This design comes from an exercise in tuning for small area, a short achievable clock period and few clock cycles per item on the open sky130 flow, not from production work.
RTL that was checked went through simulation tests only; none was proved equivalent to the original.
No activity file was given, so power comes from the tool's default toggle rates.

==> inputs of run a <==
Design muxcodec_quant, start of the top module:
module muxcodec_quant (
    input  wire        clk,
    input  wire        rst,         
    input  wire        in_valid,
    output wire        in_ready,
    input  wire        in_op,       
    input  wire [2:0]  in_res,      
    input  wire [2:0]  in_qty,      
    input  wire [63:0] in_din,
    output reg         out_valid,
    output reg  [63:0] out_dout,
    output reg  [2:0]  out_err      
);
Settings: LEC_CHECK=0, CAP_MARGIN=20, CORE_MARGIN=2, CORE_UTILIZATION=40, SETUP_SLACK_MARGIN=5, SLEW_MARGIN=20; clock period 9.0 ns.
run.sh (not shown) runs the stock make flow with config.mk's settings and CLKGATE_MAP_FILE= SYNTH_SCRIPT=/design/flow/synth_recipe.tcl, a recipe that flattens the netlist after the stock synthesis.
==> run b: changes against run a <==
--- a/flow/design.v
+++ b/flow/design.v
@@ -16,14 +16,15 @@
     localparam [1:0] K_F2F = 2'd2;    
     localparam [1:0] K_F2D = 2'd3;    
     localparam [1:0] C_NONE = 2'd0;
     localparam [1:0] C_ZERO = 2'd1;   
     localparam [1:0] C_INF  = 2'd2;   
     localparam [1:0] C_NAN  = 2'd3;   
     reg         busy;       
+    reg         rdy;        
     reg         fin;        
     reg         first;      
     reg         fr;         
     reg  [1:0]  kind;
     reg  [2:0]  err;        
     reg  [1:0]  cst;        
     reg  [1:0]  res;
@@ -37,15 +38,15 @@
     reg         up;         
     reg         sat;        
     reg  [54:0] A;          
     reg  [31:0] B;          
     reg  [10:0] X;          
     reg  [5:0]  T;          
     wire [53:0] inc_out;    
-    assign in_ready = ~busy;
+    assign in_ready = rdy;
     wire accept = in_valid & ~busy;
     reg  [51:0] rom_m;
     reg  [54:0] rom_m3;
     reg  [10:0] rom_c1, rom_cs;
     always @(*) begin
         case ({qty, res})
             5'b000_00: begin rom_m = 52'h47AE147AE147B; rom_m3 = 55'h3D70A3D70A3D71; rom_c1 = 11'd1015; rom_cs = 11'd1024; end
@@ -416,23 +417,26 @@
                     B <= {B[30:0], 1'b0};
                     if (first & (B[22:0] == 23'd0)) cst <= C_ZERO;
                 end
             endcase
         end
         if (rst) begin
             busy      <= 1'b0;
+            rdy       <= 1'b1;
             fin       <= 1'b0;
             out_valid <= 1'b0;
         end else begin
             out_valid <= fin;
             if (accept) begin
                 busy <= i_iter;
+                rdy  <= ~i_iter;
                 fin  <= ~i_iter;
             end else if (busy) begin
                 busy <= ~done;
+                rdy  <= done;
                 fin  <= done;
             end else begin
                 fin  <= 1'b0;
             end
         end
     end
 endmodule
--- a/flow/config.mk
+++ b/flow/config.mk
@@ -4,9 +4,9 @@
 export VERILOG_FILES = /design/flow/design.v
 export SDC_FILE = /design/flow/constraint.sdc
 export NUM_CORES = 4
 export LEC_CHECK = 0
 export CAP_MARGIN = 20
 export CORE_MARGIN = 2
 export CORE_UTILIZATION = 40
-export SETUP_SLACK_MARGIN = 5
+export SETUP_SLACK_MARGIN = 4.7
 export SLEW_MARGIN = 20
==> run c: changes against run a <==
==> flow/config.mk (replaced) <==
export PLATFORM = sky130hd
export DESIGN_NAME = muxcodec_quant
export DESIGN_NICKNAME = muxcodec_quant
export VERILOG_FILES = /design/flow/design.v
export SDC_FILE = /design/flow/constraint.sdc
export NUM_CORES = 4
export LEC_CHECK = 0
export ABC_AREA = 1
export CAP_MARGIN = 20
export CORE_MARGIN = 2
export CORE_UTILIZATION = 40
export SETUP_SLACK_MARGIN = 4.5
export SLEW_MARGIN = 20
==> notes <==
Synthesized area: run b < run a < run c. Power, lowest first: run c, run b, run a. Core utilization, highest first: run a, run b, run c. Global-route usage: run c < run b < run a. Design area, highest first: run a, run c, run b. Run c ran to the end with no violations. Run a ran to the end with no violations. Run b completed, yet does not pass: max-capacitance violations, max-slew violations. The lowest clock-buffer cell count belongs to run b, the highest to run a. The lowest critical path depth belongs to run c, the highest to run a.
Testbench counts of run b, summed over its fixed seeds: cycles 71,988, items 12,000.
No functional check of the RTL was part of run a and run c.

==> inputs of trial 88 <==
RTL: one of the versions met above, not the one the previous note started from.
make LEC_CHECK=0 CAP_MARGIN=20 CORE_MARGIN=2 CORE_UTILIZATION=40 SETUP_SLACK_MARGIN=4.4 SLEW_MARGIN=20 finish   # period 9.0 ns
==> inputs of build 60, as changes to trial 88 <==
==> flow/config.mk (replaced) <==
export PLATFORM = sky130hd
export DESIGN_NAME = muxcodec_quant
export DESIGN_NICKNAME = muxcodec_quant
export VERILOG_FILES = /design/flow/design.v
export SDC_FILE = /design/flow/constraint.sdc
export NUM_CORES = 4
export LEC_CHECK = 0
export CAP_MARGIN = 10
export CORE_MARGIN = 2
export CORE_UTILIZATION = 40
export SETUP_SLACK_MARGIN = 4.5
export SLEW_MARGIN = 10
==> inputs of build 62, as changes to trial 88 <==
--- a/flow/design.v
+++ b/flow/design.v
@@ -15,17 +15,16 @@
     localparam [1:0] K_MUL = 2'd1;    
     localparam [1:0] K_F2F = 2'd2;    
     localparam [1:0] K_F2D = 2'd3;    
     localparam [1:0] C_NONE = 2'd0;
     localparam [1:0] C_ZERO = 2'd1;   
     localparam [1:0] C_INF  = 2'd2;   
     localparam [1:0] C_NAN  = 2'd3;   
     reg         busy;       
-    reg         rdy;        
     reg         fin;        
     reg         first;      
     reg         fr;         
     reg  [1:0]  kind;
     reg  [2:0]  err;        
     reg  [1:0]  cst;        
     reg  [1:0]  res;
     reg  [2:0]  qty;
@@ -37,17 +36,17 @@
     reg         fst;        
     reg         up;         
     reg         sat;        
     reg  [54:0] A;          
     reg  [31:0] B;          
     reg  [10:0] X;          
     reg  [5:0]  T;          
     wire [53:0] inc_out;    
-    assign in_ready = rdy;
+    assign in_ready = ~busy;
     wire accept = in_valid & ~busy;
     reg  [51:0] rom_m;
     reg  [54:0] rom_m3;
     reg  [10:0] rom_c1, rom_cs;
     always @(*) begin
         case ({qty, res})
             5'b000_00: begin rom_m = 52'h47AE147AE147B; rom_m3 = 55'h3D70A3D70A3D71; rom_c1 = 11'd1015; rom_cs = 11'd1024; end
             5'b000_01: begin rom_m = 52'hA36E2EB1C432D; rom_m3 = 55'h4EA4A8C154C987; rom_c1 = 11'd1008; rom_cs = 11'd1025; end
@@ -319,17 +318,17 @@
             K_F2F:   x_step = 11'h001;    
             default: x_step = 11'h7FF;    
         endcase
     end
     wire r1 = (kind == K_F2F) | k_one;
     always @(posedge clk) begin
         out_dout <= r_dout;
         out_err  <= err;
-        if (~busy) begin
+        if (accept) begin
             res   <= in_res[1:0];
             qty   <= in_qty;
             first <= 1'b1;
             fr    <= 1'b0;
             err   <= (in_res == 3'd4) ? 3'd3 : in_res[2] ? 3'd5 : 3'd0;
             h1    <= 1'b0;
             h0    <= 1'b0;
             g1    <= 1'b0;
@@ -416,27 +415,24 @@
                 default: begin
                     B <= {B[30:0], 1'b0};
                     if (first & (B[22:0] == 23'd0)) cst <= C_ZERO;
                 end
             endcase
         end
         if (rst) begin
             busy      <= 1'b0;
-            rdy       <= 1'b1;
             fin       <= 1'b0;
             out_valid <= 1'b0;
         end else begin
             out_valid <= fin;
             if (accept) begin
                 busy <= i_iter;
-                rdy  <= ~i_iter;
                 fin  <= ~i_iter;
             end else if (busy) begin
                 busy <= ~done;
-                rdy  <= done;
                 fin  <= done;
             end else begin
                 fin  <= 1'b0;
             end
         end
     end
 endmodule
==> flow/config.mk (replaced) <==
export PLATFORM = sky130hd
export DESIGN_NAME = muxcodec_quant
export DESIGN_NICKNAME = muxcodec_quant
export VERILOG_FILES = /design/flow/design.v
export SDC_FILE = /design/flow/constraint.sdc
export NUM_CORES = 4
export LEC_CHECK = 0
export CAP_MARGIN = 20
export CORE_MARGIN = 2
export CORE_UTILIZATION = 60
export SETUP_SLACK_MARGIN = 4.5
export SLEW_MARGIN = 20
==> comparison table <==
|  | trial 88 | build 62 | build 60 |
|---|---|---|---|
| Initial DRT Pass Iterations | 6 | 12 | 6 |
| Average routed wire per standard cell | 27.3 um | 27.7 um | 27.4 um |
| Top layer reached by signal wires | met4 | met5 | met4 |
| Net count reported at finish | 3824 | 3894 | 3804 |
| Path depth of the worst reg2reg path | 17 | 13 | 16 |
| Global routing met2 resource utilization | 50.0% | 71.6% | 49.9% |
| Grt met1 use | 46.5% | 57.7% | 46.0% |
| Run status | timing/DRC/antenna clean | timing/DRC/antenna clean | timing/DRC/antenna clean |
| Crit share post-route | 51.6% | 50.1% | 50.4% |
| Overall Global Routing Usage | 33.8% | 49.3% | 34.2% |
| Post-synth cell types | 103 | 95 | 103 |
| Via count of the first global-routing pass | 25726 | 27599 | 25956 |
| Met3 routed wirelength | 15600 um | 16200 um | 16800 um |
| Critical Path Slowest Stage Cell | sky130_fd_sc_hd__nor4_1 | sky130_fd_sc_hd__dfxtp_1 | sky130_fd_sc_hd__o2bb2ai_1 |
Testbench counts of trial 88, summed over its fixed seeds: cycles 71,988, items 12,000.
Testbench counts of build 60, summed over its fixed seeds: cycles 71,988, items 12,000.
For build 62, only the layout was checked, not whether the RTL still works.

## afterwards: timing with drivers on the ports
Ports are ideal in the flow. The routed layouts listed here were re-timed in OpenROAD. Step 1, drivers: a clkbuf_16 drives clk and a buf_2 each remaining input, both assumed. Step 2 moves the port delays by t, midway between the first and last clock arrival at a register: inputs arrive t later, outputs are due t later. That takes back most of the time a late clock gives input paths. a / b / c = no drivers / after step 1 / after step 2; a / b = the first two.
run	shift t [ns]	setup WS [ns]	hold WS [ns]	worst setup path after step 2
run a	0.640	4.754 / 4.754 / 4.332	0.371 / 0.371 / 0.371	input to register
run b	0.681	4.732 / 4.732 / 4.131	0.401 / 0.401 / 0.401	input to register
run c	0.628	4.586 / 4.590 / 3.972	0.370 / 0.370 / 0.370	input to register
trial 88	0.611	4.360 / 4.360 / 4.056	0.398 / 0.398 / 0.398	input to register
build 60	0.607	4.468 / 4.468 / 4.149	0.394 / 0.394 / 0.394	input to register
build 62	0.623	4.494 / 4.494 / 3.974	0.362 / 0.362 / 0.362	input to register
For run c, which loses most, drivers alone change the setup slack by +0.004 ns; drivers and shift together by -0.614 ns.
